What follows belongs to an exercise in optimizing a design on an open flow for small area, a short achievable clock period and few clock cycles; a production flow would make more cautious choices.
At most, simulation tests tie the RTL to the original design; equivalence was not proved.
For runs 3 and 6, only the layout was checked, not whether the RTL still works.
Power and IR drop assume default switching activity.

==> flow/run.sh <==
#!/bin/bash
# synth_recipe.tcl (not shown) runs the flow's synth.tcl, then flattens the netlist and writes it again
# the make line also repeats each setting of config.mk as NAME=value (left out here)
make -C /OpenROAD-flow-scripts/flow DESIGN_CONFIG=/design/flow/config.mk WORK_HOME=/design/flow/orfs CLKGATE_MAP_FILE= SYNTH_SCRIPT=/design/flow/synth_recipe.tcl finish
==> flow/config.mk <==
export PLATFORM = sky130hd
export DESIGN_NAME = patch_encoder
export DESIGN_NICKNAME = patch_encoder
export VERILOG_FILES = /design/flow/design.v
export SDC_FILE = /design/flow/constraint.sdc
export NUM_CORES = 4
export LEC_CHECK = 0
export ABC_CLOCK_PERIOD_IN_PS = 2700
export CAP_MARGIN = 20
export CORE_MARGIN = 2
export CORE_UTILIZATION = 40
export CTS_BUF_LIST = sky130_fd_sc_hd__clkbuf_4 sky130_fd_sc_hd__clkbuf_8
export CTS_CLUSTER_SIZE = 30
export SETUP_SLACK_MARGIN = 3.8
export SLEW_MARGIN = 20
==> flow/constraint.sdc <==
create_clock -name core_clock -period 6.5 [get_ports {clk}]
set_input_delay 1.3000 -clock core_clock [delete_from_list [all_inputs] [get_ports {clk}]]
set_output_delay 1.3000 -clock core_clock [all_outputs]
set_load 0.01 [all_outputs]
==> flow/design.v <==
module patch_encoder (
    input             clk,
    input             rst,
    input             large_patch,
    input             in_valid,
    output            in_ready,
    input      [1:0]  in_kind,
    input      [31:0] in_coef,
    input      [15:0] in_stride,
    input      [7:0]  in_patch_size,
    input      [7:0]  in_layer_type,
    input      [7:0]  in_quant_wbits,
    input      [31:0] in_dc_offset,
    input      [15:0] in_range,
    input      [31:0] in_patch_ids,
    input      [15:0] in_postquant,
    output            out_valid,
    input             out_ready,
    output     [7:0]  out_data,
    output            out_last
);
    localparam [1:0] C_GH = 2'd0, C_PH = 2'd1, C_COEF = 2'd2, C_END = 2'd3;
    localparam [1:0] E_GH = 2'd0, E_PE = 2'd1, E_CF = 2'd2;    
    reg        in_ready_q;
    assign in_ready = in_ready_q;
    wire       fire = in_valid & in_ready_q;
    reg [1:0]  exp_k;
    reg [6:0]  n_cur;         
    reg [6:0]  coef_left;     
    reg [6:0]  pq_r;          
    reg        lp_q;          
    wire       k_cf  = (exp_k == E_CF);
    wire       f_cf  = fire & k_cf;
    wire       f_gh  = fire & !k_cf & (in_kind == C_GH);
    wire       f_ph  = fire & !k_cf & (in_kind == C_PH);
    reg  [1:0] ph_ok;         
    wire       ph_we0 = in_valid & (in_kind == C_PH) & ph_ok[0];
    wire       ph_we1 = in_valid & (in_kind == C_PH) & ph_ok[1];
    wire       f_end = fire & !k_cf & (in_kind == C_END);
    wire       f_job = f_gh | f_ph | f_end;
    reg [6:0]  n_lut;
    always @(*) begin
        case (in_patch_size[3:0])
            4'd0: n_lut = 7'd0;
            4'd1: n_lut = 7'd1;
            4'd2: n_lut = 7'd4;
            4'd3: n_lut = 7'd9;
            4'd4: n_lut = 7'd16;
            4'd5: n_lut = 7'd25;
            4'd6: n_lut = 7'd36;
            4'd7: n_lut = 7'd49;
            default: n_lut = 7'd64;
        endcase
    end
    reg [1:0]  jq_type [0:3];
    reg [3:0]  jq_done;
    reg [4:0]  jq_w    [0:3];
    reg        jq_eob  [0:3];
    reg [6:0]  jq_ntok [0:3];
    reg [1:0]  jq_wp, jq_rp;
    reg [2:0]  jq_cnt;
    reg [3:0]  ds_qh  [0:1];
    reg [31:0] ds_dc  [0:1];
    reg [15:0] ds_rng [0:1];
    reg [31:0] ds_ids [0:1];
    reg        ds_wp, ds_rp;
    reg [1:0]  ds_cnt;
    reg [31:0] gh_d;
    reg        gh_full;
    reg        c_cf, c_ph;
    reg [16:0] c_lo;
    reg        c_sg, c_up0, c_up1, c_last, c_beyond, c_n0;
    reg [3:0]  c_q;
    reg [1:0]  c_j;
    wire       jq_pop, ds_pop, gh_pop;
    reg [18:0] mem [0:63];
    reg [6:0]  wptr, rptr;
    wire [6:0] fifo_cnt = wptr - rptr;
    reg        e_v;
    reg [1:0]  e_j;
    reg        t1_v, t1_end;
    reg [1:0]  t1_j;
    reg        wr_v, pend_v;
    reg [6:0]  zcnt;
    wire [2:0] pt_x = {2'b0, wr_v} + {2'b0, pend_v} + {2'b0, (zcnt != 7'd0)}
                    + {2'b0, t1_v} + {2'b0, c_cf};
    wire [7:0] pt   = {1'b0, fifo_cnt} + {5'b0, pt_x};
    reg [1:0]  exp_n;
    always @(*) begin
        exp_n = exp_k;
        if (f_cf)       exp_n = (coef_left == 7'd1) ? E_PE : E_CF;
        else if (f_gh)  exp_n = E_PE;
        else if (f_ph)  exp_n = (n_cur != 7'd0) ? E_CF : E_PE;
        else if (f_end) exp_n = E_GH;
    end
    wire [2:0] jq_cnt_n  = jq_cnt + {2'b0, f_job} - {2'b0, jq_pop};
    wire [1:0] ds_cnt_n  = ds_cnt + {1'b0, f_ph} - {1'b0, ds_pop};
    wire       gh_full_n = f_gh | (gh_full & !gh_pop);
    wire       jq_room_n = !jq_cnt[2] & !(jq_cnt[1] & jq_cnt[0]) |
                           (jq_cnt == 3'd3) & (!f_job | jq_pop) |
                           jq_cnt[2] & jq_pop & !f_job;
    wire       ds_room_n = !ds_cnt[1] & !ds_cnt[0] |
                           ds_cnt[0] & (!f_ph | ds_pop) |
                           ds_cnt[1] & ds_pop & !f_ph;
    wire       gh_free_n = !f_gh & (!gh_full | gh_pop);
    reg  [7:0] pt_r;
    wire [7:0] pt_b      = pt_r + {7'd0, c_cf};
    wire       room_cf   = f_cf ? (pt_b <= 8'd62) : (pt_b <= 8'd63);
    wire       ready_n   = (exp_n == E_CF) ? room_cf :
                           (exp_n == E_PE) ? jq_room_n & ds_room_n :
                                             jq_room_n & gh_free_n;
    always @(posedge clk) begin
        lp_q     <= large_patch;
        c_cf     <= f_cf;
        c_ph     <= f_ph;
        c_lo     <= in_coef[16:0];
        c_sg     <= in_coef[31];
        c_up0    <= (in_coef[31:17] == 15'd0);
        c_up1    <= (in_coef[31:17] == 15'h7fff);
        c_last   <= (coef_left == 7'd1);
        c_beyond <= (coef_left <= pq_r);
        c_n0     <= (n_cur == 7'd0);
        c_q      <= in_quant_wbits[3:0];
        c_j      <= jq_wp;
        pt_r     <= pt;
        if (f_gh) begin
            n_cur <= n_lut;
            gh_d  <= {in_layer_type, in_patch_size, in_stride};
        end
        if (f_ph) begin
            coef_left    <= n_cur;
            pq_r         <= in_postquant[6:0];
        end
        if (ph_we0) begin
            ds_qh[0]  <= in_quant_wbits[7:4];
            ds_dc[0]  <= in_dc_offset;
            ds_rng[0] <= in_range;
            ds_ids[0] <= in_patch_ids;
        end
        if (ph_we1) begin
            ds_qh[1]  <= in_quant_wbits[7:4];
            ds_dc[1]  <= in_dc_offset;
            ds_rng[1] <= in_range;
            ds_ids[1] <= in_patch_ids;
        end
        if (f_cf) coef_left <= coef_left - 7'd1;
        if (f_job) jq_type[jq_wp] <= in_kind;
        if (f_job)  jq_done[jq_wp] <= !f_ph;
        if (e_v)    jq_done[e_j]   <= 1'b1;
        if (rst) begin
            in_ready_q <= 1'b1;
            ph_ok      <= 2'b00;
            exp_k      <= E_GH;
            jq_wp      <= 2'd0;
            jq_cnt     <= 3'd0;
            ds_wp      <= 1'b0;
            ds_cnt     <= 2'd0;
            gh_full    <= 1'b0;
            c_cf       <= 1'b0;
            c_ph       <= 1'b0;
        end else begin
            in_ready_q <= ready_n;
            ph_ok[0]   <= ready_n & (exp_n != E_CF) & ((ds_wp ^ f_ph) == 1'b0);
            ph_ok[1]   <= ready_n & (exp_n != E_CF) & ((ds_wp ^ f_ph) == 1'b1);
            exp_k      <= exp_n;
            jq_cnt     <= jq_cnt_n;
            ds_cnt     <= ds_cnt_n;
            gh_full    <= gh_full_n;
            if (f_job) jq_wp <= jq_wp + 2'd1;
            if (f_ph)  ds_wp <= !ds_wp;
        end
    end
    reg [3:0]  q_lo;
    reg [16:0] oracc;
    reg [1:0]  pj;
    reg        t1_eff, t1_sg;
    reg [16:0] t1_mag;
    wire [16:0] c_neg  = 17'd0 - c_lo;
    wire [16:0] c_mag  = c_sg ? c_neg : c_lo;
    wire        c_lo0  = (c_lo == 17'd0);
    wire        c_hi   = c_sg ? (!c_up1 | c_lo0) : !c_up0;
    wire        c_nz   = c_sg | !c_up0 | !c_lo0;
    wire [16:0] upmask;
    genvar gi;
    generate
        for (gi = 0; gi < 17; gi = gi + 1) begin : g_up
            if (gi <= 7) assign upmask[gi] = 1'b1;
            else         assign upmask[gi] = ({1'b0, q_lo} >= gi - 7);
        end
    endgenerate
    always @(posedge clk) begin
        t1_eff <= c_nz & !c_beyond;
        t1_sg  <= c_sg;
        t1_mag <= c_hi ? 17'd0 : c_mag;
        t1_j   <= c_ph ? c_j : pj;
        if (c_ph) begin
            q_lo  <= c_q;
            oracc <= 17'd0;
            pj    <= c_j;
        end
        if (c_cf) oracc <= oracc | (c_mag & upmask);
        if (rst) begin
            t1_v   <= 1'b0;
            t1_end <= 1'b0;
        end else begin
            t1_v   <= c_cf;
            t1_end <= (c_cf & c_last) | (c_ph & c_n0);
        end
    end
    reg [18:0] pend_tok;
    reg [18:0] wr_d;
    reg [6:0]  ntok;
    wire [18:0] t1_tok  = {1'b1, t1_sg, t1_mag};
    wire [18:0] run_tok = {12'd0, zcnt};
    wire        t1_nz   = t1_v & t1_eff;
    wire        z_any   = (zcnt != 7'd0);
    reg        wr_n_v, pend_n_v;
    reg [18:0] wr_n_d, pend_n_tok;
    always @(*) begin
        wr_n_v     = pend_v;
        wr_n_d     = pend_tok;
        pend_n_v   = 1'b0;
        pend_n_tok = t1_tok;
        if (t1_nz) begin
            if (z_any) begin
                wr_n_v = 1'b1; wr_n_d = run_tok; pend_n_v = 1'b1;
            end else if (pend_v) begin
                pend_n_v = 1'b1;
            end else begin
                wr_n_v = 1'b1; wr_n_d = t1_tok;
            end
        end
    end
    wire [6:0] ntok_add = ntok + {6'd0, t1_nz} + {6'd0, t1_nz & z_any};
    wire [3:0] minw = q_lo[3:1] + 4'd1;
    reg  [4:0] hb;
    integer hj;
    always @(*) begin
        hb = 5'd0;
        for (hj = 0; hj < 17; hj = hj + 1) if (oracc[hj]) hb = hj;
    end
    reg        e_eob;
    reg [6:0]  e_ntok;
    reg [3:0]  e_minw;
    reg [4:0]  hb_r;
    wire [4:0] wfin = ((hb_r > {1'b0, e_minw}) ? hb_r : {1'b0, e_minw}) + 5'd1;
    always @(posedge clk) begin
        wr_d     <= wr_n_d;
        pend_tok <= pend_n_tok;
        if (wr_v) mem[wptr[5:0]] <= wr_d;
        hb_r   <= hb;
        e_minw <= minw;
        e_j    <= t1_j;
        e_eob  <= t1_v & !t1_eff;
        e_ntok <= ntok_add;
        if (e_v) begin
            jq_w[e_j]    <= wfin;
            jq_eob[e_j]  <= e_eob;
            jq_ntok[e_j] <= e_ntok;
        end
        if (rst) begin
            wr_v   <= 1'b0;
            e_v    <= 1'b0;
            pend_v <= 1'b0;
            zcnt   <= 7'd0;
            ntok   <= 7'd0;
            wptr   <= 7'd0;
        end else begin
            wr_v   <= wr_n_v;
            e_v    <= t1_end;
            pend_v <= pend_n_v;
            if (t1_end)                zcnt <= 7'd0;
            else if (t1_v & !t1_eff)   zcnt <= zcnt + 7'd1;
            else if (t1_nz)            zcnt <= 7'd0;
            ntok <= t1_end ? 7'd0 : ntok_add;
            if (wr_v) wptr <= wptr + 7'd1;
        end
    end
    localparam [3:0] S_IDLE = 4'd0, S_GH1 = 4'd1, S_H1 = 4'd2, S_H2 = 4'd3,
                     S_H3 = 4'd4, S_H4 = 4'd5, S_H5 = 4'd6, S_TOK = 4'd7,
                     S_EOB = 4'd8;
    reg [3:0]  es;
    reg [6:0]  toks_left;
    reg        ceob;
    reg [4:0]  cw;
    reg [16:0] lowmask;       
    reg [2:0]  shA, shB;
    reg        cw_ge8;
    reg        tok_v;
    reg [18:0] tok_q;
    reg        u_v, u_end, u1_v, u1_end;
    reg [19:0] u_val, u1_val;
    reg [5:0]  u_len, u1_len;
    wire       u_acc;                 
    wire       u_rdy = !u1_v;
    wire [1:0] h_type = jq_type[jq_rp];
    wire       h_ok   = (jq_cnt != 3'd0) && jq_done[jq_rp];
    wire [4:0] h_w    = jq_w[jq_rp];
    wire [3:0] d_qh   = ds_qh[ds_rp];
    wire [31:0] d_dc  = ds_dc[ds_rp];
    wire [15:0] d_rng = ds_rng[ds_rp];
    wire [31:0] d_ids = ds_ids[ds_rp];
    wire [16:0] tm    = tok_q[16:0];
    wire        clamp = |(tm & ~lowmask);
    wire [16:0] mg    = clamp ? 17'd0 : tm;
    wire [7:0]  fa    = cw_ge8 ? mg[7:0] : (mg[7:0] << shA);
    wire [7:0]  fb    = mg[15:8] << shB;
    wire [19:0] t_val = tok_q[18] ? {2'b11, tok_q[17], fa, fb, mg[16]} : 20'd0;
    wire [5:0]  t_len = tok_q[18] ? ({1'b0, cw} + 6'd3) : tm[5:0];
    wire       tok_use = (es == S_TOK) & tok_v & u_rdy;
    wire       last_tok = (toks_left == 7'd1);
    reg        go;            
    reg [19:0] n_val;
    reg [5:0]  n_len;
    reg        n_end;
    reg [3:0]  es_n;
    reg        pop_j, pop_d, pop_g;
    always @(*) begin
        go = 1'b0; n_val = 20'd0; n_len = 6'd16; n_end = 1'b0;
        es_n = es; pop_j = 1'b0; pop_d = 1'b0; pop_g = 1'b0;
        case (es)
            S_IDLE: if (h_ok & u_rdy) begin
                go = 1'b1;
                case (h_type)
                    C_GH: begin
                        n_val = {gh_d[7:0], gh_d[15:8], 4'd0};
                        es_n  = S_GH1;
                    end
                    C_PH: begin
                        n_val = {d_qh, h_w[3:0] - 4'd2, d_dc[7:0], 4'd0};
                        es_n  = S_H1;
                    end
                    default: begin
                        n_val = {8'h61, 12'd0};
                        n_len = 6'd8;
                        n_end = 1'b1;
                        pop_j = 1'b1;
                    end
                endcase
            end
            S_GH1: if (u_rdy) begin
                go = 1'b1;
                n_val = {gh_d[23:16], gh_d[31:24], 4'd0};
                pop_j = 1'b1; pop_g = 1'b1;
                es_n = S_IDLE;
            end
            S_H1: if (u_rdy) begin
                go = 1'b1; n_val = {d_dc[15:8], d_dc[23:16], 4'd0}; es_n = S_H2;
            end
            S_H2: if (u_rdy) begin
                go = 1'b1; n_val = {d_dc[31:24], d_rng[7:0], 4'd0}; es_n = S_H3;
            end
            S_H3: if (u_rdy) begin
                go = 1'b1; n_val = {d_rng[15:8], d_ids[7:0], 4'd0}; es_n = S_H4;
            end
            S_H4: if (u_rdy) begin
                go = 1'b1;
                if (lp_q) begin
                    n_val = {d_ids[15:8], d_ids[23:16], 4'd0};
                    es_n  = S_H5;
                end else begin
                    n_val = {d_ids[9], d_ids[8], 18'd0};
                    n_len = 6'd2;
                    pop_d = 1'b1;
                    es_n  = (toks_left != 7'd0) ? S_TOK : ceob ? S_EOB : S_IDLE;
                    pop_j = (toks_left == 7'd0) & !ceob;
                end
            end
            S_H5: if (u_rdy) begin
                go = 1'b1; n_val = {d_ids[31:24], 12'd0}; n_len = 6'd8;
                pop_d = 1'b1;
                es_n  = (toks_left != 7'd0) ? S_TOK : ceob ? S_EOB : S_IDLE;
                pop_j = (toks_left == 7'd0) & !ceob;
            end
            S_TOK: if (tok_v & u_rdy) begin
                go = 1'b1; n_val = t_val; n_len = t_len;
                if (last_tok) begin
                    es_n  = ceob ? S_EOB : S_IDLE;
                    pop_j = !ceob;
                end
            end
            S_EOB: if (u_rdy) begin
                go = 1'b1; n_val = {2'b10, 18'd0}; n_len = 6'd2;
                pop_j = 1'b1; es_n = S_IDLE;
            end
            default: es_n = S_IDLE;
        endcase
    end
    assign jq_pop = pop_j;
    assign ds_pop = pop_d;
    assign gh_pop = pop_g;
    wire tok_load = (!tok_v | tok_use) & (wptr != rptr);
    always @(posedge clk) begin
        if (tok_load) tok_q <= mem[rptr[5:0]];
        if (es == S_IDLE && h_ok && u_rdy && h_type == C_PH) begin
            toks_left <= jq_ntok[jq_rp];
            ceob      <= jq_eob[jq_rp];
            cw        <= h_w;
            lowmask   <= (17'd1 << h_w) - 17'd1;
            shA       <= 3'd0 - h_w[2:0];           
            shB       <= (h_w >= 5'd16) ? 3'd0 : 3'd0 - h_w[2:0];    
            cw_ge8    <= (h_w >= 5'd8);
        end
        if (tok_use) toks_left <= toks_left - 7'd1;
        if (u_acc || !u_v) begin
            u_val <= u1_v ? u1_val : n_val;
            u_len <= u1_v ? u1_len : n_len;
            u_end <= u1_v ? u1_end : n_end;
        end
        if (go) begin
            u1_val <= n_val;
            u1_len <= n_len;
            u1_end <= n_end;
        end
        if (rst) begin
            es     <= S_IDLE;
            jq_rp  <= 2'd0;
            ds_rp  <= 1'b0;
            rptr   <= 7'd0;
            tok_v  <= 1'b0;
            u_v    <= 1'b0;
            u1_v   <= 1'b0;
        end else begin
            es <= es_n;
            if (pop_j) jq_rp <= jq_rp + 2'd1;
            if (pop_d) ds_rp <= !ds_rp;
            if (tok_load) rptr <= rptr + 7'd1;
            if (tok_load)     tok_v <= 1'b1;
            else if (tok_use) tok_v <= 1'b0;
            if (u_acc || !u_v) begin
                u_v  <= u1_v | go;
                u1_v <= 1'b0;
            end else begin
                u1_v <= u1_v | go;
            end
        end
    end
    reg [31:0] acc;
    reg [6:0]  cnt;
    reg        ending;
    reg        ob0_v, ob1_v, ob0_l, ob1_l;
    reg [7:0]  ob0_d, ob1_d;
    wire       c_ge8  = (cnt >= 7'd8);
    wire       c_le8  = (cnt <= 7'd8);
    wire       c_le12 = (cnt <= 7'd12);
    wire       c_le20 = (cnt <= 7'd20);
    wire       avail  = c_ge8 | (ending & (cnt != 7'd0));
    wire       do_out = avail & !ob1_v;
    wire       b_last = ending & c_le8;
    assign     u_acc  = u_v & !ending & (c_le12 | (do_out & c_le20));
    wire [39:0] ins40 = {u_val, 20'd0} >> cnt[4:0];
    wire [39:0] new40 = {acc, 8'd0} | (u_acc ? ins40 : 40'd0);
    wire [31:0] acc_n = do_out ? new40[31:0] : new40[39:8];
    wire [6:0]  sum0  = cnt + {1'b0, u_len};
    wire [6:0]  sum8  = cnt + {1'b0, u_len} - 7'd8;
    wire [6:0]  cnt_n = u_acc ? (do_out ? sum8 : sum0) :
                        do_out ? (b_last ? 7'd0 : cnt - 7'd8) : cnt;
    wire       pop    = ob0_v & out_ready;
    always @(posedge clk) begin
        if (rst) begin
            acc    <= 32'd0;
            cnt    <= 7'd0;
            ending <= 1'b0;
            ob0_v  <= 1'b0;
            ob1_v  <= 1'b0;
        end else begin
            acc    <= acc_n;
            cnt    <= cnt_n;
            ending <= (u_acc & u_end) | (ending & !(do_out & b_last));
            if (pop) begin
                ob0_v <= ob1_v | do_out;
                ob0_d <= ob1_v ? ob1_d : acc[31:24];
                ob0_l <= ob1_v ? ob1_l : b_last;
                ob1_v <= ob1_v & do_out;
                ob1_d <= acc[31:24];
                ob1_l <= b_last;
            end else if (!ob0_v) begin
                ob0_v <= do_out;
                ob0_d <= acc[31:24];
                ob0_l <= b_last;
            end else if (do_out) begin
                ob1_v <= 1'b1;
                ob1_d <= acc[31:24];
                ob1_l <= b_last;
            end
        end
    end
    assign out_valid = ob0_v;
    assign out_data  = ob0_d;
    assign out_last  = ob0_l;
endmodule
==> flow_summary.json, run 1 <==
{
  "die_h_um": 437,
  "leakage_nw": 27.4,
  "htreeDepth": 5,
  "cts_hold_buf": 0,
  "dpl.hpwl_mm": 110,
  "grt_antenna_before_repair": 11,
  "skew_ns": 0.0875,
  "maxCapViolations": 0,
  "syn_area_um2": 75100,
  "relSlewSlack_pct": 36.7,
  "syn_inst": 4176,
  "ys_warn_count": 5,
  "grt_overflow": 0,
  "reg2reg_depth": 14,
  "grt_pass1_wl_mm": 282,
  "holdPathEnd": "pend_tok[16]",
  "cts_buffers": 325,
  "finalSetupTns_ns": 0,
  "cpMaxStageDelayCell": "fa_2",
  "fmax_mhz": 336,
  "core_um2": 187000,
  "ios": 186,
  "final_common_cell": "edfxtp_1",
  "maxSlewViolCount": 0,
  "port_buffers": 176,
  "rsz0062_at_grt": "yes",
  "cts-root-buf": "clkbuf_8",
  "crit_path_end_kind": "flop",
  "yosysSeqAreaShare_pct": 71.6,
  "nets": 5011,
  "syn_area_per_cell_um2": 18.0,
  "die_w_um": 437,
  "routed_wl_mm": 197,
  "track_usage_pct": 20.1,
  "synth_cell_types": 92,
  "ys.flop_type": "edfxtp_1",
  "mostFrequentLayoutCells": "1,645 x edfxtp_1, 419 x mux4_2, 343 x clkbuf_8, 177 x dfxtp_1, 172 x buf_4",
  "synthesis.nets": 4424,
  "finalSetupViolations": 0,
  "holdCritPathClass": "flop to flop",
  "synth-edff-count": 1645,
  "worst_pin_slew_ns": 0.950,
  "crit_type": "flop to flop",
  "cts_tree": "built",
  "startpoint": "rptr[0]",
  "reg2reg_slack_ns": 3.53,
  "peakVddDrop_uv": 245,
  "top_layer": "met5",
  "rows": 159,
  "dieArea_um2": 191000,
  "p_per_area_nw_per_um2": 322,
  "r2r_start": "rptr[0]",
  "status": "finished clean",
  "drt_iter0_markers": 4131,
  "drtPass1Iterations": 6,
  "critPathLaunchType": "flop",
  "clock_latency_ns": 1.05,
  "syn2layout_area_growth_pct": 20.3,
  "viasPerCell": 5.59,
  "hp-start": "t1_mag[16]",
  "async_reset_ff_share_pct": 0,
  "route.met2.wl_mm": 97.5,
  "finalHoldViolCount": 0,
  "slowest_delay_ns": 0.52,
  "min_period_ns": 2.97,
  "hold_depth": 0,
  "clk_pin_slew_ns": 0.06,
  "crit_arrival_ns": 3.84,
  "grt_pass1_vias": 41739,
  "fill_cells": 15453,
  "gp_congestion": 0.863,
  "synth-seq-cells": 1865,
  "ant_nets": 0,
  "critPathMaxFanout": 3,
  "cp_cell_sequence": "buf_12, ha_4, inv_2, fa_1, inv_1, fa_2, inv_2, ha_4, buf_4, buf_6, a21o_1, a21oi_2, nor2_2, and3_1",
  "via_count": 41822,
  "grt_max_degree": 72,
  "wl_per_cell_um": 26.4,
  "clkSinkCount": 1865,
  "m1WireLength_mm": 79.0,
  "drive_gt1_share_pct": 32.1,
  "drc": 0,
  "route.met3.wl_mm": 14.3,
  "cp.required_ns": 7.37,
  "fin_crit_sh_pct": 45.7,
  "start_util_pct": 40.1,
  "clock_path_buffers": 4,
  "reg2reg_to": "pt_r[7]",
  "total_power_mw": 29.1
}
==> metal layers <==
metal / vias up / GRT usage (%)
met2: 1695 / 33.3
met1: 21688 / 26.3
met3: 361 / 4.19
met5: - / 0
met4: 14 / 6.97
li1: 18064 / -
==> sequential cells by signal, indices dropped and copies added, names as in the netlist, 18 cells and up, named ones only <==
name and flops:
ds_ids 64, ds_rng 32, acc 32, tok_q 19
u_val 20, ds_dc 64, gh_d 32, pend_tok 18
jq_w 20, wr_d 19, jq_ntok 28, mem 1216
u1_val 20
==> worst max-delay path, delay by kind of cell, from the launching register on <==
family          cells  cell delay (ns)
simple gates        2             0.23
flops               1             0.36
compound gates      2             0.33
fa+ha+maj           4             1.44
buf+inv             6             0.50
==> cell usage after synthesis, types with 18 or more instances <==
cell      instances  area, um^2
nor2b_1          40         250
o21ai_0         100         500
mux2i_1         112        1120
o211ai_1         26         195
edfxtp_1       1645       49400
buf_2            52         260
a21oi_1          87         435
a211oi_1         25         188
nand2_1         185         694
mux2_2           46         518
xor2_1           41         359
mux4_2          418        9410
buf_1            18        67.6
clkbuf_1        129         484
a22oi_1          46         345
o22ai_1          31         194
o31ai_1          22         165
a21o_1           18         135
nor4_1           21         131
a31oi_1          20         125
o21a_1           19         143
nand4_1          20         125
dfxtp_1         220        4400
nand3_1          43         215
ha_1             66         826
nand2b_1         20         125
xnor2_1          43         377
nor3_1           49         245
nor2_1          232         871
inv_1           111         417
==> how the worst max path moves through the flow <==
| stage | to | slack [ns] |
|---|---|---|
| 2_1_floorplan | in_ready_q | 3.04 |
| 3_3_place_gp | ds_ids[0][12] | 2.23 |
| 3_5_place_dp | ds_ids[1][12] | 2.20 |
| 4_1_cts | pt_r[6] | 3.56 |
| 5_1_grt | pt_r[6] | 3.38 |
| 6_report | pt_r[7] | 3.53 |
==> through the flow <==
stage	std cells	area [um^2]	setup slack, ns	hold slack, ns	util [%]
after CTS	7416	89000	3.56	0.324	47.6
after floorplan	4176	75400	3.04	0.323	-
after global placement	6729	80400	2.23	0.324	43.0
after detailed placement	6731	80500	2.20	0.334	43.0
after global routing	7480	90300	3.38	0.333	48.2
final	7487	90300	3.53	0.329	48.2
==> logic make-up after synthesis <==
logic type | synth area share, %
XOR/XNOR | 0.980
AND/OR/NAND/NOR | 4.66
flip-flops | 71.6
adder cells (fa/ha/maj) | 1.29
buffers and inverters | 1.86
AO/OA/AOI/OAI | 4.85
multiplexers | 14.7
==> area by class of cell <==
class	instances	area (um^2)	area share, %
clock inverters	81	393	0.435
clock buffers	466	5640	6.25
well taps	2495	3120	3.46
repair buffers	469	5410	6.00
multi-input cells	1989	21300	23.6
diodes	9	22.5	0.0249
inverters	113	458	0.507
flip-flops and latches	1865	53900	59.7
==> repair_timing <==
| action | in CTS | in global routing |
|---|---|---|
| buffers inserted | 117 | 49 |
| gates cloned | 21 | 13 |
| pin swaps | 65 | 47 |
| setup endpoints to repair | 761 | 529 |
| gates resized for setup | 251 | 103 |
==> where the power goes <==
| group | total [mW] | switching, mW | internal [mW] | leakage [nW] |
|---|---|---|---|---|
| combinational | 5.03 | 2.68 | 2.36 | 8.86 |
| clock | 10.1 | 4.56 | 5.58 | 3.23 |
| sequential | 13.9 | 0.401 | 13.5 | 15.3 |
| total | 29.1 | 7.64 | 21.4 | 27.4 |
Testbench counts, summed over its fixed seeds: cycles 13,659.
==> inputs of run 2 (changes only) <==
--- a/flow/config.mk
+++ b/flow/config.mk
@@ -11,4 +11,2 @@
 export CORE_UTILIZATION = 40
-export CTS_BUF_LIST = sky130_fd_sc_hd__clkbuf_4 sky130_fd_sc_hd__clkbuf_8
-export CTS_CLUSTER_SIZE = 30
 export SETUP_SLACK_MARGIN = 3.8
==> flow_summary.json, run 2 <==
{
  "status": "finished clean",
  "fin_cells": 7327,
  "synthAdderAreaFrac_pct": 1.29,
  "gp_congestion": 0.863,
  "grt_max_degree": 72,
  "syn_inst": 4176,
  "finalSetupViolations": 0,
  "startpoint": "zcnt[0]",
  "reg2reg_to": "pt_r[6]",
  "via_count": 41208,
  "fin_util_pct": 48.5,
  "p_per_area_nw_per_um2": 327,
  "cts_tree": "built",
  "cts-root-buf": "clkbuf_16",
  "core_um2": 187000,
  "synth-seq-cells": 1865,
  "fin_ws_ns": 3.56,
  "ys.flop_type": "edfxtp_1",
  "maxSlewViolCount": 0,
  "syn_area_um2": 75100,
  "grt_pass1_vias": 40697,
  "viasPerCell": 5.62,
  "synth_common_cells": "1,645 x edfxtp_1, 418 x mux4_2, 232 x nor2_1, 220 x dfxtp_1, 185 x nand2_1",
  "die_w_um": 437,
  "ant_nets": 0,
  "ios": 186,
  "crit_type": "flop to flop",
  "syn_area_per_cell_um2": 18.0,
  "drc": 0,
  "routed_wl_mm": 196,
  "reg2reg_slack_ns": 3.56,
  "rows": 159,
  "cts_buffers": 189,
  "synth.largest_area_cell": "edfxtp_1",
  "reg2reg_depth": 13,
  "wl_per_cell_um": 26.7,
  "cpMaxStageDelayCell": "fa_2",
  "maxCapViolations": 0,
  "dp.cells": 6731,
  "hold_depth": 0,
  "dieArea_um2": 191000,
  "ys_warn_count": 5,
  "mostFrequentLayoutCells": "1,645 x edfxtp_1, 418 x mux4_2, 203 x clkbuf_16, 197 x buf_4, 177 x dfxtp_1",
  "fmax_mhz": 340,
  "drive_gt1_share_pct": 28.7,
  "start_util_pct": 40.1,
  "synth_xor_area_share_pct": 0.980,
  "critPathLaunchType": "flop",
  "holdWs_ns": 0.342,
  "synthesis.nets": 4424,
  "skew_ns": 0.0445,
  "finalSetupTns_ns": 0,
  "crit_path_frequent_cell": "inv_2",
  "fill_cells": 15303,
  "fin_crit_sh_pct": 45.2,
  "worst_pin_slew_ns": 0.930,
  "hp-start": "pj[0]",
  "peakVddDrop_uv": 285,
  "syn2layout_area_growth_pct": 20.8,
  "grt_overflow": 0,
  "grt_antenna_before_repair": 16,
  "cp.required_ns": 7.25,
  "drt_iter0_markers": 4416,
  "synth_compound_area_share_pct": 4.85,
  "dpl.hpwl_mm": 110,
  "holdPathEnd": "e_j[0]",
  "drtPass1Iterations": 6,
  "nets": 4910,
  "fin_area_um2": 90800,
  "leakage_nw": 27.3,
  "synth_top_family_by_area": "multiplexers",
  "slowest_delay_ns": 0.50,
  "clk_pin_slew_ns": 0.06,
  "rsz0062_at_grt": "yes",
  "clock_latency_ns": 0.84,
  "critPathMaxFanout": 3,
  "total_power_mw": 29.7,
  "r2r_start": "zcnt[0]",
  "cts_hold_buf": 0,
  "place_area_um2": 80500,
  "synth-edff-count": 1645,
  "yosysMostFrequentCell": "edfxtp_1",
  "synth_cell_types": 92,
  "yosysSeqAreaShare_pct": 71.6,
  "clock_path_buffers": 3,
  "cp_cell_sequence": "inv_4, ha_4, or4b_4, nor3_4, fa_2, inv_2, ha_4, inv_2, fa_2, inv_2, a21oi_2, a211oi_2, xor2_1",
  "synth_simple_gate_area_share_pct": 4.66,
  "synthTopCellsByArea": "edfxtp_1 66%, mux4_2 13%, dfxtp_1 5.9%",
  "synthMuxAreaShare_pct": 14.7,
  "clkSinkCount": 1865,
  "crit_arrival_ns": 3.69,
  "port_buffers": 176,
  "async_reset_ff_share_pct": 0,
  "holdCritPathClass": "flop to flop",
  "final_common_cell": "edfxtp_1",
  "htreeDepth": 4,
  "pre_cts_ws_ns": 2.20,
  "track_usage_pct": 20.0,
  "die_h_um": 437,
  "largest_reg_flops": 1216,
  "relSlewSlack_pct": 38.0,
  "finalHoldViolCount": 0,
  "min_period_ns": 2.94,
  "crit_path_end_kind": "flop",
  "synth.top_cell.area_share_pct": 65.8,
  "grt_pass1_wl_mm": 280
}
run 2: cell counts after synthesis:
No cell type changed its count.
run 2: how the worst max path moves through the flow:
stage	depth (start not counted)	to	slack [ns]
final	13	pt_r[6]	3.56
after global routing	13	pt_r[6]	3.41
after CTS	14	pt_r[6]	3.53
after detailed placement	4	ds_ids[1][12]	2.20
after global placement	4	ds_ids[0][12]	2.23
after floorplan	6	in_ready_q	3.04
run 2: repair_timing:
action                                  4_1_cts  5_1_grt
resized for setup                           262      102
setup buffers                               126       72
endpoints found under the setup margin      929      589
gates cloned                                 24       13
pin swaps                                    73       46
run 2: where the power goes:
part           total [mW]  leakage, nW  internal (mW)  switching (mW)
clock network        10.7         2.97           6.03            4.63
registers            13.9         15.3           13.5           0.395
logic                5.14         9.09           2.45            2.69
total                29.7         27.3           22.0            7.72
run 2: critical path, delay by kind of cell (launching register included):
kind	cells	cell delay [ns]
and+or+nand+nor	2	0.80
buffers and inverters	4	0.24
AOI/OAI and AO/OA	2	0.22
DFF	1	0.36
adders and majority gates	4	1.10
xor gates and xnor gates	1	0.15
run 2: layer usage:
layer  track usage (%)  up-vias  share of wire (%)
li1                  -    17844                  -
met1              26.5    21501                 41
met2              33.2     1524                 49
met3              3.80      321                6.9
met4              6.16       18                3.2
met5                 0        -              0.057
run 2: layout make-up:
class,count,area (um^2),share of cell area [%]
flip-flops and latches,1865,53900,59.4
well taps,2495,3120,3.44
multi-input cells,1989,21300,23.4
repair buffers,504,5860,6.46
clock buffers,246,5100,5.62
inverters,113,460,0.507
diodes,5,12.5,0.0138
clock inverters,110,1000,1.11
run 2: cells by family after synthesis:
logic type | after synthesis
xor gates and xnor gates | 84
and+or+nand+nor | 722
adders and majority gates | 73
muxes | 576
buffers and inverters | 329
DFF | 1865
AOI/OAI and AO/OA | 527
==> inputs of run 3 (changes only) <==
--- a/flow/design.v
+++ b/flow/design.v
@@ -77,3 +77,4 @@
     reg [6:0]  wptr, rptr;
-    wire [6:0] fifo_cnt = wptr - rptr;
+    reg  [6:0] fcnt;          
+    wire       tok_load;
     reg        e_v;
@@ -84,5 +85,6 @@
     reg [6:0]  zcnt;
-    wire [2:0] pt_x = {2'b0, wr_v} + {2'b0, pend_v} + {2'b0, (zcnt != 7'd0)}
+    reg        z_any;         
+    wire [2:0] pt_x = {2'b0, wr_v} + {2'b0, pend_v} + {2'b0, z_any}
                     + {2'b0, t1_v} + {2'b0, c_cf};
-    wire [7:0] pt   = {1'b0, fifo_cnt} + {5'b0, pt_x};
+    wire [7:0] pt   = {1'b0, fcnt} + {5'b0, pt_x};
     reg [1:0]  exp_n;
@@ -95,4 +97,2 @@
     end
-    wire [2:0] jq_cnt_n  = jq_cnt + {2'b0, f_job} - {2'b0, jq_pop};
-    wire [1:0] ds_cnt_n  = ds_cnt + {1'b0, f_ph} - {1'b0, ds_pop};
     wire       gh_full_n = f_gh | (gh_full & !gh_pop);
@@ -165,4 +165,6 @@
             exp_k      <= exp_n;
-            jq_cnt     <= jq_cnt_n;
-            ds_cnt     <= ds_cnt_n;
+            if (f_job & !jq_pop)      jq_cnt <= jq_cnt + 3'd1;
+            else if (!f_job & jq_pop) jq_cnt <= jq_cnt - 3'd1;
+            if (f_ph & !ds_pop)       ds_cnt <= ds_cnt + 2'd1;
+            else if (!f_ph & ds_pop)  ds_cnt <= ds_cnt - 2'd1;
             gh_full    <= gh_full_n;
@@ -215,3 +217,2 @@
     wire        t1_nz   = t1_v & t1_eff;
-    wire        z_any   = (zcnt != 7'd0);
     reg        wr_n_v, pend_n_v;
@@ -233,3 +234,3 @@
     end
-    wire [6:0] ntok_add = ntok + {6'd0, t1_nz} + {6'd0, t1_nz & z_any};
+    wire [6:0] ntok_add = !t1_nz ? ntok : z_any ? ntok + 7'd2 : ntok + 7'd1;
     wire [3:0] minw = q_lo[3:1] + 4'd1;
@@ -265,4 +266,6 @@
             zcnt   <= 7'd0;
+            z_any  <= 1'b0;
             ntok   <= 7'd0;
             wptr   <= 7'd0;
+            fcnt   <= 7'd0;
         end else begin
@@ -274,4 +277,9 @@
             else if (t1_nz)            zcnt <= 7'd0;
+            if (t1_end)                z_any <= 1'b0;
+            else if (t1_v & !t1_eff)   z_any <= 1'b1;
+            else if (t1_nz)            z_any <= 1'b0;
             ntok <= t1_end ? 7'd0 : ntok_add;
             if (wr_v) wptr <= wptr + 7'd1;
+            if (wr_v & !tok_load)      fcnt <= fcnt + 7'd1;
+            else if (!wr_v & tok_load) fcnt <= fcnt - 7'd1;
         end
@@ -391,3 +399,3 @@
     assign gh_pop = pop_g;
-    wire tok_load = (!tok_v | tok_use) & (wptr != rptr);
+    assign tok_load = (!tok_v | tok_use) & (fcnt != 7'd0);
     always @(posedge clk) begin
@@ -398,7 +406,7 @@
             cw        <= h_w;
-            lowmask   <= (17'd1 << h_w) - 17'd1;
-            shA       <= 3'd0 - h_w[2:0];           
-            shB       <= (h_w >= 5'd16) ? 3'd0 : 3'd0 - h_w[2:0];    
-            cw_ge8    <= (h_w >= 5'd8);
         end
+        lowmask <= (17'd1 << cw) - 17'd1;
+        shA     <= 3'd0 - cw[2:0];                           
+        shB     <= (cw >= 5'd16) ? 3'd0 : 3'd0 - cw[2:0];    
+        cw_ge8  <= (cw >= 5'd8);
         if (tok_use) toks_left <= toks_left - 7'd1;
==> flow_summary.json, run 3 <==
{
  "syn_inst": 4246,
  "synth_cell_types": 84,
  "fill_cells": 15526,
  "final_common_cell": "edfxtp_1",
  "ys_warn_count": 5,
  "cts_buffers": 190,
  "crit_path_end_kind": "flop",
  "drtPass1Iterations": 5,
  "maxCapViolations": 0,
  "skew_ns": 0.0396,
  "grt_overflow": 0,
  "crit_type": "flop to flop",
  "drive_gt1_share_pct": 26.0,
  "crit_arrival_ns": 3.75,
  "htreeDepth": 4,
  "dieArea_um2": 191000,
  "critPathMaxFanout": 3,
  "largest_reg_flops": 1216,
  "track_usage_pct": 19.5,
  "clock_latency_ns": 0.83,
  "rsz0062_at_grt": "yes",
  "die_h_um": 437,
  "status": "finished clean",
  "synth.largest_area_cell": "edfxtp_1",
  "routed_wl_mm": 190,
  "synth_common_cells": "1,622 x edfxtp_1, 415 x mux4_2, 250 x dfxtp_1, 232 x nor2_1, 206 x nand2_1",
  "cts-root-buf": "clkbuf_16",
  "synth-seq-cells": 1872,
  "syn_area_um2": 75100,
  "drc": 0,
  "synthTopCellsByArea": "edfxtp_1 65%, mux4_2 12%, dfxtp_1 6.7%",
  "clk_pin_slew_ns": 0.06,
  "yosysMostFrequentCell": "edfxtp_1",
  "synth-edff-count": 1622,
  "critPathLaunchType": "flop",
  "clock_path_buffers": 3,
  "yosysSeqAreaShare_pct": 71.5,
  "mostFrequentLayoutCells": "1,622 x edfxtp_1, 415 x mux4_2, 208 x dfxtp_1, 204 x clkbuf_16, 194 x nand2_1",
  "ys.flop_type": "edfxtp_1",
  "hold_depth": 0,
  "viasPerCell": 5.61,
  "gp_congestion": 0.863,
  "fin_area_um2": 89600,
  "place_area_um2": 80500,
  "ios": 186,
  "min_period_ns": 3.00,
  "finalSetupViolations": 0,
  "fin_ws_ns": 3.50,
  "reg2reg_depth": 9,
  "reg2reg_slack_ns": 3.50,
  "drt_iter0_markers": 3970,
  "synth.top_cell.area_share_pct": 64.9,
  "grt_antenna_before_repair": 5,
  "pre_cts_ws_ns": 2.42,
  "syn2layout_area_growth_pct": 19.4,
  "fin_crit_sh_pct": 46.2,
  "relSlewSlack_pct": 32.3,
  "finalSetupTns_ns": 0,
  "grt_max_degree": 83,
  "fin_util_pct": 47.9,
  "synthesis.nets": 4493,
  "peakVddDrop_uv": 249,
  "ant_nets": 0,
  "core_um2": 187000,
  "fmax_mhz": 333,
  "holdCritPathClass": "flop to flop",
  "cts_tree": "built",
  "finalHoldViolCount": 0,
  "cts_hold_buf": 0,
  "port_buffers": 176,
  "nets": 4895,
  "via_count": 40956,
  "leakage_nw": 28.1,
  "multi_input_comb_area_um2": 21100,
  "wl_per_cell_um": 26.1,
  "syn_area_per_cell_um2": 17.7,
  "worst_pin_slew_ns": 1.01,
  "clkSinkCount": 1872,
  "p_per_area_nw_per_um2": 358,
  "rows": 159,
  "grt_pass1_vias": 40714,
  "cp.required_ns": 7.24,
  "die_w_um": 437,
  "start_util_pct": 40.1,
  "grt_pass1_wl_mm": 275,
  "maxSlewViolCount": 0,
  "async_reset_ff_share_pct": 0,
  "dpl.hpwl_mm": 107,
  "regArea_um2": 53800
}
==> run 3: where the power goes <==
group          leakage (nW)  internal, mW  switching (mW)
combinational          8.79          3.61            3.72
sequential             16.3          13.6           0.495
clock                  2.95          6.01            4.61
==> run 3: through the flow <==
stage	hold slack [ns]	std cells	power, mW
floorplan	0.323	4246	18.6
global placement	0.328	6791	20.3
detailed placement	0.333	6793	20.3
CTS	0.346	7248	32.0
global route	0.351	7301	33.3
finish	0.344	7306	32.0
==> run 3: what timing repair did <==
action / 4_1_cts / 5_1_grt
pin swaps: 46 / 39
cloned: 28 / 10
gates resized for setup: 208 / 62
setup endpoints to repair: 490 / 322
buffers inserted: 78 / 42
endpoints found under the hold margin: 0 / 0
==> run 3: worst max-delay path: stages, from the launching register on <==
cell and delay [ns]:
dfxtp_4 0.37, or3b_4 0.38, a2111o_1 0.53, or3_4 0.38
and3_4 0.19, ha_4 0.16, fa_2 0.33, xnor2_1 0.14
or3_1 0.33, a21oi_2 0.12
==> run 3: path summary, 6_finish.rpt <==
kind | startpoint | end
setup / recovery | es[0] | jq_cnt[2]
hold / removal | pj[0] | e_j[0]
setup reg to reg | es[0] | jq_cnt[2]
hold reg to reg | pj[0] | e_j[0]
==> run 3: area by class of cell <==
class	count	share of cell area (%)
Timing Repair Buffer	434	5.71
Clock inverter	104	0.982
Tap cell	2495	3.48
Inverter	95	0.412
Antenna cell	6	0.0168
Sequential cell	1872	60.1
Multi-Input combinational cell	2055	23.6
Clock buffer	245	5.75
==> run 3: cell families (layout without fill, tap and decap cells) <==
kind of cell             count (synthesis)  after routing  synth area share, %
flip-flops                            1872           1872                 71.5
adder cells (fa/ha/maj)                 72             72                 1.26
other                                    0              6                    0
AO/OA/AOI/OAI                          571            572                 5.08
XOR/XNOR                                79             79                0.922
multiplexers                           564            565                 14.5
AND/OR/NAND/NOR                        767            767                 4.98
buffers and inverters                  321            878                 1.71
==> run 3: metal layers <==
| metal | wire length [um] | global-route usage, % |
|---|---|---|
| met5 | 15 | 0 |
| met1 | 79400 | 26.3 |
| met3 | 12500 | 3.66 |
| met2 | 92500 | 32.0 |
| met4 | 6150 | 6.38 |
==> inputs of run 4 (changes only) <==
--- a/flow/design.v
+++ b/flow/design.v
@@ -76,3 +76,5 @@
     reg [18:0] mem [0:63];
-    reg [6:0]  wptr, rptr;
+    reg [6:0]  wptr;
+    reg [63:0] rp_oh;         
+    reg        fne;           
     reg  [6:0] fcnt;          
@@ -270,2 +272,3 @@
             fcnt   <= 7'd0;
+            fne    <= 1'b0;
         end else begin
@@ -282,2 +285,3 @@
             if (wr_v) wptr <= wptr + 7'd1;
+            fne  <= (fcnt >= 7'd2) | (fcnt == 7'd1) & (wr_v | !tok_load) | wr_v;
             if (wr_v & !tok_load)      fcnt <= fcnt + 7'd1;
@@ -318,3 +322,4 @@
     wire       tok_use = (es == S_TOK) & tok_v & u_rdy;
-    wire       last_tok = (toks_left == 7'd1);
+    reg        tl0, tl1;      
+    wire       last_tok = tl1;
     reg        go;            
@@ -372,4 +377,4 @@
                     pop_d = 1'b1;
-                    es_n  = (toks_left != 7'd0) ? S_TOK : ceob ? S_EOB : S_IDLE;
-                    pop_j = (toks_left == 7'd0) & !ceob;
+                    es_n  = !tl0 ? S_TOK : ceob ? S_EOB : S_IDLE;
+                    pop_j = tl0 & !ceob;
                 end
@@ -379,4 +384,4 @@
                 pop_d = 1'b1;
-                es_n  = (toks_left != 7'd0) ? S_TOK : ceob ? S_EOB : S_IDLE;
-                pop_j = (toks_left == 7'd0) & !ceob;
+                es_n  = !tl0 ? S_TOK : ceob ? S_EOB : S_IDLE;
+                pop_j = tl0 & !ceob;
             end
@@ -399,7 +404,16 @@
     assign gh_pop = pop_g;
-    assign tok_load = (!tok_v | tok_use) & (fcnt != 7'd0);
+    assign tok_load = (!tok_v | tok_use) & fne;
+    reg [18:0] rd_tok;
+    integer ri;
+    always @(*) begin
+        rd_tok = 19'd0;
+        for (ri = 0; ri < 64; ri = ri + 1)
+            rd_tok = rd_tok | ({19{rp_oh[ri]}} & mem[ri]);
+    end
     always @(posedge clk) begin
-        if (tok_load) tok_q <= mem[rptr[5:0]];
+        if (tok_load) tok_q <= rd_tok;
         if (es == S_IDLE && h_ok && u_rdy && h_type == C_PH) begin
             toks_left <= jq_ntok[jq_rp];
+            tl0       <= (jq_ntok[jq_rp] == 7'd0);
+            tl1       <= (jq_ntok[jq_rp] == 7'd1);
             ceob      <= jq_eob[jq_rp];
@@ -411,3 +425,7 @@
         cw_ge8  <= (cw >= 5'd8);
-        if (tok_use) toks_left <= toks_left - 7'd1;
+        if (tok_use) begin
+            toks_left <= toks_left - 7'd1;
+            tl0       <= tl1;
+            tl1       <= (toks_left == 7'd2);
+        end
         if (u_acc || !u_v) begin
@@ -426,3 +444,3 @@
             ds_rp  <= 1'b0;
-            rptr   <= 7'd0;
+            rp_oh  <= 64'd1;
             tok_v  <= 1'b0;
@@ -434,3 +452,3 @@
             if (pop_d) ds_rp <= !ds_rp;
-            if (tok_load) rptr <= rptr + 7'd1;
+            if (tok_load) rp_oh <= {rp_oh[62:0], rp_oh[63]};
             if (tok_load)     tok_v <= 1'b1;
==> flow_summary.json, run 4 <==
{
  "die_h_um": 434,
  "drc": 0,
  "startpoint": "rp_oh[42]",
  "reg2reg_to": "tok_q[18]",
  "dpl.hpwl_mm": 150,
  "die_w_um": 434,
  "start_util_pct": 40.4,
  "rows": 157,
  "port_buffers": 176,
  "rsz0062_at_grt": "yes",
  "cts_buffers": 190,
  "grt_antenna_before_repair": 13,
  "critPathMaxFanout": 14,
  "clock_path_buffers": 3,
  "relSlewSlack_pct": 20.2,
  "maxCapViolations": 0,
  "peakVddDrop_uv": 263,
  "grt_pass1_wl_mm": 359,
  "synthesis.nets": 5021,
  "track_usage_pct": 27.3,
  "p_int_mw": 21.8,
  "mostFrequentLayoutCells": "1,624 x edfxtp_1, 307 x a221oi_1, 306 x a22o_1, 290 x nand2_1, 242 x dfxtp_1",
  "drt_iter0_markers": 7592,
  "p_comb_share_pct": 14.3,
  "cp_num_cells": 5,
  "crit_arrival_ns": 3.27,
  "cp_cell_sequence": "buf_4, a22o_1, a221oi_1, nand4_1, or4_1",
  "ys_warn_count": 5,
  "power_switching_mw": 7.80,
  "synth.largest_area_cell": "edfxtp_1",
  "skew_ns": 0.0580,
  "maxSlewViolCount": 0,
  "switching_share_pct": 26.3,
  "dieArea_um2": 189000,
  "ys.flop_type": "edfxtp_1",
  "worst_pin_slew_ns": 1.20,
  "r2r_start": "rp_oh[42]",
  "clkSinkCount": 1932,
  "place_area_um2": 79500,
  "endpoint": "tok_q[18]",
  "p_per_area_nw_per_um2": 338,
  "nets": 5388,
  "gp_congestion": 0.878,
  "final_common_cell": "edfxtp_1",
  "finalSetupViolations": 0,
  "seqPwrFrac_pct": 48.6,
  "grt_pass1_vias": 45392,
  "synth_common_cells": "1,624 x edfxtp_1, 314 x a221oi_1, 308 x dfxtp_1, 306 x a22o_1, 297 x nand2_1",
  "clk_pin_slew_ns": 0.06,
  "cp.required_ns": 7.00,
  "syn_inst": 4778,
  "yosysSeqAreaShare_pct": 74.2,
  "core_um2": 183000,
  "fin_util_pct": 47.8,
  "grt_overflow": 0,
  "leakage_nw": 28.0,
  "cts-root-buf": "clkbuf_16",
  "cts_hold_buf": 0,
  "crit_path_end_kind": "flop",
  "viasPerCell": 6.29,
  "cp_top_family": "simple AND/OR/NAND/NOR gates",
  "min_period_ns": 2.78,
  "holdCritPathClass": "flop to flop",
  "ios": 186,
  "htreeDepth": 4,
  "drtPass1Iterations": 7,
  "ant_nets": 0,
  "status": "finished clean",
  "async_reset_ff_share_pct": 0,
  "syn2layout_area_growth_pct": 18.3,
  "routed_wl_mm": 264,
  "fmax_mhz": 360,
  "fin_area_um2": 87700,
  "synth_cell_types": 88,
  "cts_tree": "built",
  "drive_gt1_share_pct": 17.1,
  "path_buf_inv": 1,
  "reg2reg_slack_ns": 3.72,
  "cpMaxStageDelayCell": "or4_1",
  "finalHoldViolCount": 0,
  "crit_type": "flop to flop",
  "finalSetupTns_ns": 0,
  "critPathLaunchType": "flop",
  "synth-seq-cells": 1932,
  "synthTopCellsByArea": "edfxtp_1 66%, dfxtp_1 8.3%, a221oi_1 3.7%",
  "syn_area_per_cell_um2": 15.5,
  "clockPowerShare_pct": 37.2,
  "fin_crit_sh_pct": 42.7,
  "slowest_delay_ns": 0.81,
  "reg2reg_depth": 5,
  "synth.top_cell.area_share_pct": 65.8,
  "clock_latency_ns": 0.87,
  "grt_max_degree": 97,
  "wl_per_cell_um": 33.9,
  "syn_area_um2": 74100,
  "via_count": 48912,
  "yosysMostFrequentCell": "edfxtp_1",
  "largest_reg_flops": 1216,
  "synth-edff-count": 1624
}
==> run 4: changes by cell type after synthesis, sizes merged, moves of 39 or more <==
cell	previous run	this run
a22oi	56	14
a21oi	127	178
dfxtp	250	308
mux4	415	39
a221oi	8	314
nand4	23	91
nand2	206	297
clkbuf	149	246
buf	77	38
a22o	7	306
==> run 4: metal layers <==
metal | wire (um) | GRT usage, % | vias to the layer above
li1 | - | - | 19854
met4 | 15900 | 13.7 | 20
met3 | 33700 | 6.98 | 765
met2 | 118000 | 41.9 | 3432
met5 | 125 | 0 | -
met1 | 96200 | 35.9 | 24841
==> run 4: cell type report <==
class	instances	area (um^2)
Antenna cell	5	12.5
Clock buffer	262	5310
Clock inverter	93	903
Fill cell	15654	95800
Inverter	104	419
Multi-Input combinational cell	2463	18700
Sequential cell	1932	55100
Tap cell	2464	3080
Timing Repair Buffer	453	4180
Timing Repair inverter	1	5.00
==> run 4: worst min path at each step <==
stage | start | endpoint | cells past startpoint
2_1_floorplan | t1_mag[0] | pend_tok[0] | 0
3_3_place_gp | pj[0] | e_j[0] | 0
3_5_place_dp | t1_mag[2] | pend_tok[2] | 0
4_1_cts | pj[1] | e_j[1] | 0
5_1_grt | t1_mag[14] | pend_tok[14] | 0
6_report | pj[1] | e_j[1] | 0
==> run 4: cells by family (layout without fill, tap and decap cells) <==
logic type,count (synthesis),count (layout),synth area share (%)
adders and majority gates,68,68,1.20
AOI/OAI and AO/OA,1189,1189,12.3
buffers and inverters,388,913,2.00
other,0,5,0
and+or+nand+nor,940,944,6.21
muxes,184,185,3.22
xor gates and xnor gates,77,77,0.910
DFF,1932,1932,74.2
==> run 4: stage by stage <==
step,power [mW],hold WS [ns],std cells,setup WS [ns]
3_3_place_gp,18.2,0.325,7298,2.46
3_5_place_dp,18.2,0.330,7299,2.41
6_report,29.6,0.337,7777,3.72
5_1_grt,30.5,0.351,7773,3.70
4_1_cts,29.5,0.340,7720,3.72
2_1_floorplan,16.9,0.323,4778,3.47
==> run 4: power by group through the flow <==
stage / combinational [mW] / clock [mW] / sequential, mW
2_1_floorplan: 2.49 / 0 / 14.4
3_3_place_gp: 3.55 / 0 / 14.6
3_5_place_dp: 3.59 / 0 / 14.7
4_1_cts: 4.02 / 11.1 / 14.4
5_1_grt: 4.52 / 11.6 / 14.4
6_report: 4.23 / 11.0 / 14.4
==> run 4: repair_timing <==
action,in CTS,in global routing
pin swaps,31,24
buffers inserted,56,49
setup endpoints to repair,878,199
gates resized for setup,193,56
gates cloned,10,1
==> run 4: worst register-to-register path: stages (launching register included) <==
cell and delay [ns]:
dfxtp_1 0.52, buf_4 0.36, a22o_1 0.26, a221oi_1 0.26
nand4_1 0.20, or4_1 0.81
Testbench counts of run 4, summed over its fixed seeds: cycles 13,659.
==> inputs of run 5 (changes only) <==
--- a/flow/config.mk
+++ b/flow/config.mk
@@ -11,2 +11,4 @@
 export CORE_UTILIZATION = 40
+export CTS_CLUSTER_DIAMETER = 80
+export CTS_CLUSTER_SIZE = 24
 export SETUP_SLACK_MARGIN = 3.8
==> flow_summary.json, run 5 <==
{
  "status": "finished clean",
  "drive_gt1_share_pct": 14.7,
  "drtPass1Iterations": 5,
  "grt_antenna_before_repair": 16,
  "clkSinkCount": 1932,
  "worst_pin_slew_ns": 1.20,
  "ys.flop_type": "edfxtp_1",
  "final_common_cell": "edfxtp_1",
  "largest_reg_flops": 1216,
  "syn2layout_area_growth_pct": 14.0,
  "synth.largest_area_cell": "edfxtp_1",
  "maxSlewViolCount": 0,
  "syn_area_um2": 74100,
  "wl_per_cell_um": 34.4,
  "cp.required_ns": 6.97,
  "pre_cts_ws_ns": 2.41,
  "synth_cell_types": 88,
  "die_h_um": 434,
  "dieArea_um2": 189000,
  "async_reset_ff_share_pct": 0,
  "start_util_pct": 40.4,
  "syn_inst": 4778,
  "synthTopCellsByArea": "edfxtp_1 66%, dfxtp_1 8.3%, a221oi_1 3.7%",
  "ant_nets": 0,
  "critPathLaunchType": "flop",
  "grt_pass1_vias": 44188,
  "finalSetupTns_ns": 0,
  "fmax_mhz": 362,
  "ys_warn_count": 5,
  "synthesis.nets": 5021,
  "skew_ns": 0.0443,
  "nets": 5285,
  "viasPerCell": 6.36,
  "clock_latency_ns": 0.78,
  "crit_arrival_ns": 3.23,
  "rows": 157,
  "critPathMaxFanout": 15,
  "synth.top_cell.area_share_pct": 65.8,
  "fin_ws_ns": 3.74,
  "dpl.hpwl_mm": 150,
  "yosysMostFrequentCell": "edfxtp_1",
  "grt_pass1_wl_mm": 354,
  "clock_path_buffers": 3,
  "grt_overflow": 0,
  "track_usage_pct": 26.9,
  "drt_iter0_markers": 8244,
  "rsz0062_at_grt": "yes",
  "fin_crit_sh_pct": 42.5,
  "syn_area_per_cell_um2": 15.5,
  "peakVddDrop_uv": 262,
  "leakage_nw": 26.3,
  "fin_cells": 7582,
  "total_power_mw": 25.8,
  "grt_max_degree": 97,
  "cts-root-buf": "clkbuf_16",
  "relSlewSlack_pct": 20.2,
  "holdCritPathClass": "flop to flop",
  "cts_tree": "built",
  "crit_type": "flop to flop",
  "clk_pin_slew_ns": 0.10,
  "synth_common_cells": "1,624 x edfxtp_1, 314 x a221oi_1, 308 x dfxtp_1, 306 x a22o_1, 297 x nand2_1",
  "finalSetupViolations": 0,
  "crit_path_end_kind": "flop",
  "min_period_ns": 2.76,
  "via_count": 48190,
  "port_buffers": 176,
  "p_per_area_nw_per_um2": 305,
  "drc": 0,
  "core_um2": 183000,
  "synth-edff-count": 1624,
  "htreeDepth": 3,
  "mostFrequentLayoutCells": "1,624 x edfxtp_1, 307 x a221oi_1, 306 x a22o_1, 290 x nand2_1, 242 x dfxtp_1",
  "routed_wl_mm": 261,
  "synth-seq-cells": 1932,
  "gp_congestion": 0.878,
  "yosysSeqAreaShare_pct": 74.2,
  "maxCapViolations": 0,
  "die_w_um": 434,
  "cts_buffers": 98,
  "dp.cells": 7299,
  "ios": 186,
  "finalHoldViolCount": 0
}
-- run 5: final cells by class --
| class | count | area [um^2] |
|---|---|---|
| repair inverters | 1 | 5.00 |
| well taps | 2464 | 3080 |
| diodes | 8 | 20.0 |
| clock buffers | 141 | 2730 |
| flip-flops and latches | 1932 | 55100 |
| clock inverters | 27 | 352 |
| repair buffers | 442 | 4060 |
| multi-input cells | 2463 | 18700 |
| inverters | 104 | 418 |
| fillers | 15947 | 99100 |
-- run 5: layer usage --
layer	global-route usage (%)	part of all wire, %	vias up
met1	35.9	37	24645
li1	-	-	19550
met4	12.6	5.5	22
met5	0	0.057	-
met2	41.8	45	3337
met3	6.24	12	636
-- run 5: final timing paths --
path	startpoint	endpoint	slack [ns]	depth (start not counted)
max reg2reg	rp_oh[60]	tok_q[16]	3.74	5
min reg2reg	pj[0]	e_j[0]	0.35	0
max	rp_oh[60]	tok_q[16]	3.74	5
min	pj[0]	e_j[0]	0.35	0
-- run 5: report_power, final --
part	switching, mW	total [mW]	leakage (nW)	internal (mW)
clock network	4.10	7.17	1.49	3.08
registers	0.457	14.4	16.6	13.9
logic	2.51	4.22	8.24	1.71
-- run 5: cells by family (layout without fill, tap and decap cells) --
group	after synthesis	after routing	share of synthesized area, %
DFF	1932	1932	74.2
other	0	8	0
and+or+nand+nor	940	944	6.21
xor gates and xnor gates	77	77	0.910
adders and majority gates	68	68	1.20
muxes	184	185	3.22
AOI/OAI and AO/OA	1189	1189	12.3
buffers and inverters	388	715	2.00
-- run 5: repair_timing --
item	4_1_cts	5_1_grt
cloned	9	2
hold buffers	0	0
buffers inserted	61	34
gates resized for setup	169	69
endpoints found under the setup margin	894	283
pin swaps	27	22
-- run 5: critical path, cell delays in order, from the launching register on --
cell      delay (ns)
dfxtp_1         0.52
buf_4           0.41
a22o_1          0.27
a221oi_1        0.24
nand4_1         0.25
or4_1           0.73
-- run 5: stage by stage --
stage,util [%],hold slack (ns),area (um^2)
5_1_grt,46.0,0.352,84400
3_3_place_gp,43.3,0.325,79500
3_5_place_dp,43.4,0.330,79500
6_report,46.0,0.347,84400
4_1_cts,45.7,0.348,83800
2_1_floorplan,-,0.323,74200
==> inputs of run 6 (changes only) <==
--- a/flow/design.v
+++ b/flow/design.v
@@ -38,2 +38,4 @@
     wire       ph_we1 = in_valid & (in_kind == C_PH) & ph_ok[1];
+    reg        gh_ok;         
+    wire       gh_we  = in_valid & (in_kind == C_GH) & gh_ok;
     wire       f_end = fire & !k_cf & (in_kind == C_END);
@@ -127,3 +129,3 @@
         pt_r     <= pt;
-        if (f_gh) begin
+        if (gh_we) begin
             n_cur <= n_lut;
@@ -154,2 +156,3 @@
             ph_ok      <= 2'b00;
+            gh_ok      <= 1'b1;
             exp_k      <= E_GH;
@@ -164,2 +167,3 @@
             in_ready_q <= ready_n;
+            gh_ok      <= ready_n & (exp_n != E_CF);
             ph_ok[0]   <= ready_n & (exp_n != E_CF) & ((ds_wp ^ f_ph) == 1'b0);
==> flow_summary.json, run 6 <==
{
  "worst_pin_slew_ns": 1.15,
  "reg2reg_to": "tok_q[13]",
  "ios": 186,
  "r2r_start": "rp_oh[27]",
  "fin_area_um2": 84400,
  "synth-edff-count": 1624,
  "cts_hold_buf": 0,
  "die_h_um": 435,
  "drive_gt1_share_pct": 15.0,
  "core_um2": 185000,
  "m1WireLength_mm": 94.4,
  "synth.top_cell.area_share_pct": 65.6,
  "critPathMaxFanout": 14,
  "synth.largest_area_cell": "edfxtp_1",
  "maxSlewViolCount": 0,
  "cts_buffers": 97,
  "synth_common_cells": "1,624 x edfxtp_1, 315 x a221oi_1, 309 x dfxtp_1, 306 x a22o_1, 282 x nand2_1",
  "finalSetupViolations": 0,
  "cp.required_ns": 7.19,
  "reg2reg_slack_ns": 3.70,
  "route.met2.wl_mm": 117,
  "die_w_um": 435,
  "skew_ns": 0.0807,
  "syn_area_um2": 74300,
  "crit_arrival_ns": 3.51,
  "drc": 0,
  "clk_pin_slew_ns": 0.10,
  "yosysMostFrequentCell": "edfxtp_1",
  "grt_max_degree": 77,
  "wl_per_cell_um": 34.2,
  "track_usage_pct": 26.3,
  "dpl.hpwl_mm": 151,
  "rsz0062_at_grt": "yes",
  "regArea_um2": 55100,
  "ys.flop_type": "edfxtp_1",
  "endpoint": "jq_cnt[2]",
  "multi_input_comb_area_um2": 18900,
  "gp_congestion": 0.907,
  "port_buffers": 176,
  "viasPerCell": 6.33,
  "cts-root-buf": "clkbuf_16",
  "yosysSeqAreaShare_pct": 73.9,
  "grt_antenna_before_repair": 12,
  "reg2reg_depth": 4,
  "leakage_nw": 26.1,
  "holdCritPathClass": "flop to flop",
  "grt_pass1_wl_mm": 351,
  "synth_cell_types": 96,
  "rows": 158,
  "finalHoldViolCount": 0,
  "fmax_mhz": 355,
  "critPathLaunchType": "input pin",
  "fin_crit_sh_pct": 43.3,
  "final_common_cell": "edfxtp_1",
  "ys_warn_count": 5,
  "mostFrequentLayoutCells": "1,624 x edfxtp_1, 307 x a221oi_1, 306 x a22o_1, 274 x nand2_1, 230 x dfxtp_1",
  "start_util_pct": 40.2,
  "finalSetupTns_ns": 0,
  "p_per_area_nw_per_um2": 306,
  "crit_path_end_kind": "flop",
  "largest_reg_flops": 1216,
  "syn_area_per_cell_um2": 15.6,
  "grt_pass1_vias": 43924,
  "peakVddDrop_uv": 247,
  "startpoint": "in_kind[0]",
  "clock_path_buffers": 3,
  "clock_latency_ns": 0.81,
  "min_period_ns": 2.82,
  "maxCapViolations": 0,
  "route.met3.wl_mm": 32.3,
  "synth-seq-cells": 1933,
  "cts_tree": "built",
  "synthTopCellsByArea": "edfxtp_1 66%, dfxtp_1 8.3%, a221oi_1 3.7%",
  "drt_iter0_markers": 7350,
  "async_reset_ff_share_pct": 0,
  "nets": 5252,
  "place_area_um2": 79700,
  "dieArea_um2": 189000,
  "synthesis.nets": 5010,
  "clkSinkCount": 1933,
  "ant_nets": 0,
  "via_count": 47915,
  "crit_type": "input pin to flop",
  "syn2layout_area_growth_pct": 13.6,
  "drtPass1Iterations": 8,
  "relSlewSlack_pct": 23.2,
  "status": "finished clean",
  "top_layer": "met5",
  "htreeDepth": 3,
  "routed_wl_mm": 258,
  "syn_inst": 4767,
  "grt_overflow": 0,
  "fill_cells": 16067
}
[run 6: changes by cell type after synthesis, sizes merged, moves of 7 or more]
cell,change
nand3b,-7
buf,+13
a31oi,-8
a21oi,+13
nand2,-14
inv,-16
o22ai,+7
nor2,-23
nor3b,+7
nand3,+15
clkbuf,-17
o21ai,-21
[run 6: worst min-delay path by stage]
stage	startpoint	end	slack, ns	cells after the start
after floorplan	t1_mag[0]	pend_tok[0]	0.32	0
after global placement	pj[0]	e_j[0]	0.33	0
after detailed placement	pj[0]	e_j[0]	0.33	0
after CTS	pj[0]	e_j[0]	0.35	0
after global routing	t1_mag[14]	pend_tok[14]	0.36	0
final	pj[0]	e_j[0]	0.34	0
[run 6: final cells by class]
class | count | share of cell area, %
Multi-Input combinational cell | 2470 | 22.3
Timing Repair Buffer | 418 | 4.61
Tap cell | 2480 | 3.67
Inverter | 89 | 0.436
Clock inverter | 28 | 0.456
Sequential cell | 1933 | 65.3
Antenna cell | 8 | 0.0237
Clock buffer | 138 | 3.20
[run 6: timing repair]
item	CTS	global route
setup buffers	36	45
endpoints found under the setup margin	1115	591
gates resized for setup	206	71
cloned	5	4
pin swaps	27	24
[run 6: logic make-up (layout without fill, tap and decap cells)]
| group | after synthesis | count (layout) | synth area share [%] |
|---|---|---|---|
| other | 0 | 8 | 0 |
| DFF | 1933 | 1933 | 73.9 |
| buffers and inverters | 369 | 673 | 1.98 |
| and+or+nand+nor | 937 | 941 | 6.34 |
| adders and majority gates | 68 | 68 | 1.20 |
| xor gates and xnor gates | 76 | 76 | 0.895 |
| AOI/OAI and AO/OA | 1195 | 1195 | 12.4 |
| muxes | 189 | 190 | 3.28 |
[run 6: critical path: stages]
cell,delay (ns)
clkdlybuf4s15_2,0.54
inv_4,0.09
a211oi_4,0.33
ha_2,0.26
inv_2,0.04
fa_2,0.34
xor2_1,0.17
or3_1,0.30
a21oi_1,0.12
[run 6: where the power goes]
group          internal [mW]  switching, mW
logic                   1.72           2.55
clock network           3.08           4.09
registers               13.9          0.514
[run 6: metrics by stage]
step           util, %  power (mW)  hold WS, ns  setup WS, ns  cells
3_5_place_dp      43.1        18.4        0.331          2.03   7299
4_1_cts           45.2        25.6        0.346          3.62   7506
6_report          45.6        25.8        0.340          3.68   7564
3_3_place_gp      43.0        18.4        0.330          2.08   7298
5_1_grt           45.6        26.6        0.359          3.62   7556
2_1_floorplan        -        17.1        0.323          3.54   4767
[run 6: layer usage]
layer / global-route usage, % / vias to the layer above
met3: 6.77 / 626
li1: - / 19529
met1: 34.5 / 24448
met4: 12.2 / 20
met2: 41.1 / 3292
met5: 0 / -

## port drivers added, routing unchanged
Ports are ideal in the flow. The routed layouts listed here were re-timed in OpenROAD.
Step 1: set_driving_cell puts a clkbuf_16 on clk and a buf_2 on each other input, an assumption about the parent block.
Step 2 moves the port delays by t, midway between the first and last clock arrival at a register: inputs arrive t later, outputs are due t later. That takes back most of the time a late clock gives input paths.
a / b / c = no drivers / after step 1 / after step 2; a / b = the first two.
run	t (ns)	setup WS [ns]	slew at the worst register clock pin (ns)
run 1	1.079	3.528 / 3.528 / 2.699	0.07 / 0.07
run 2	0.904	3.563 / 3.563 / 2.931	0.07 / 0.07
run 3	0.885	3.497 / 3.497 / 2.982	0.07 / 0.07
run 4	0.922	3.724 / 3.724 / 2.926	0.07 / 0.07
run 5	0.843	3.741 / 3.741 / 2.983	0.10 / 0.10
run 6	0.847	3.683 / 3.696 / 2.886	0.10 / 0.10
After both steps every run listed still meets setup and hold. The setup slack of run 1, which loses most, moves by 0.000 ns with the drivers and by -0.829 ns with both steps.
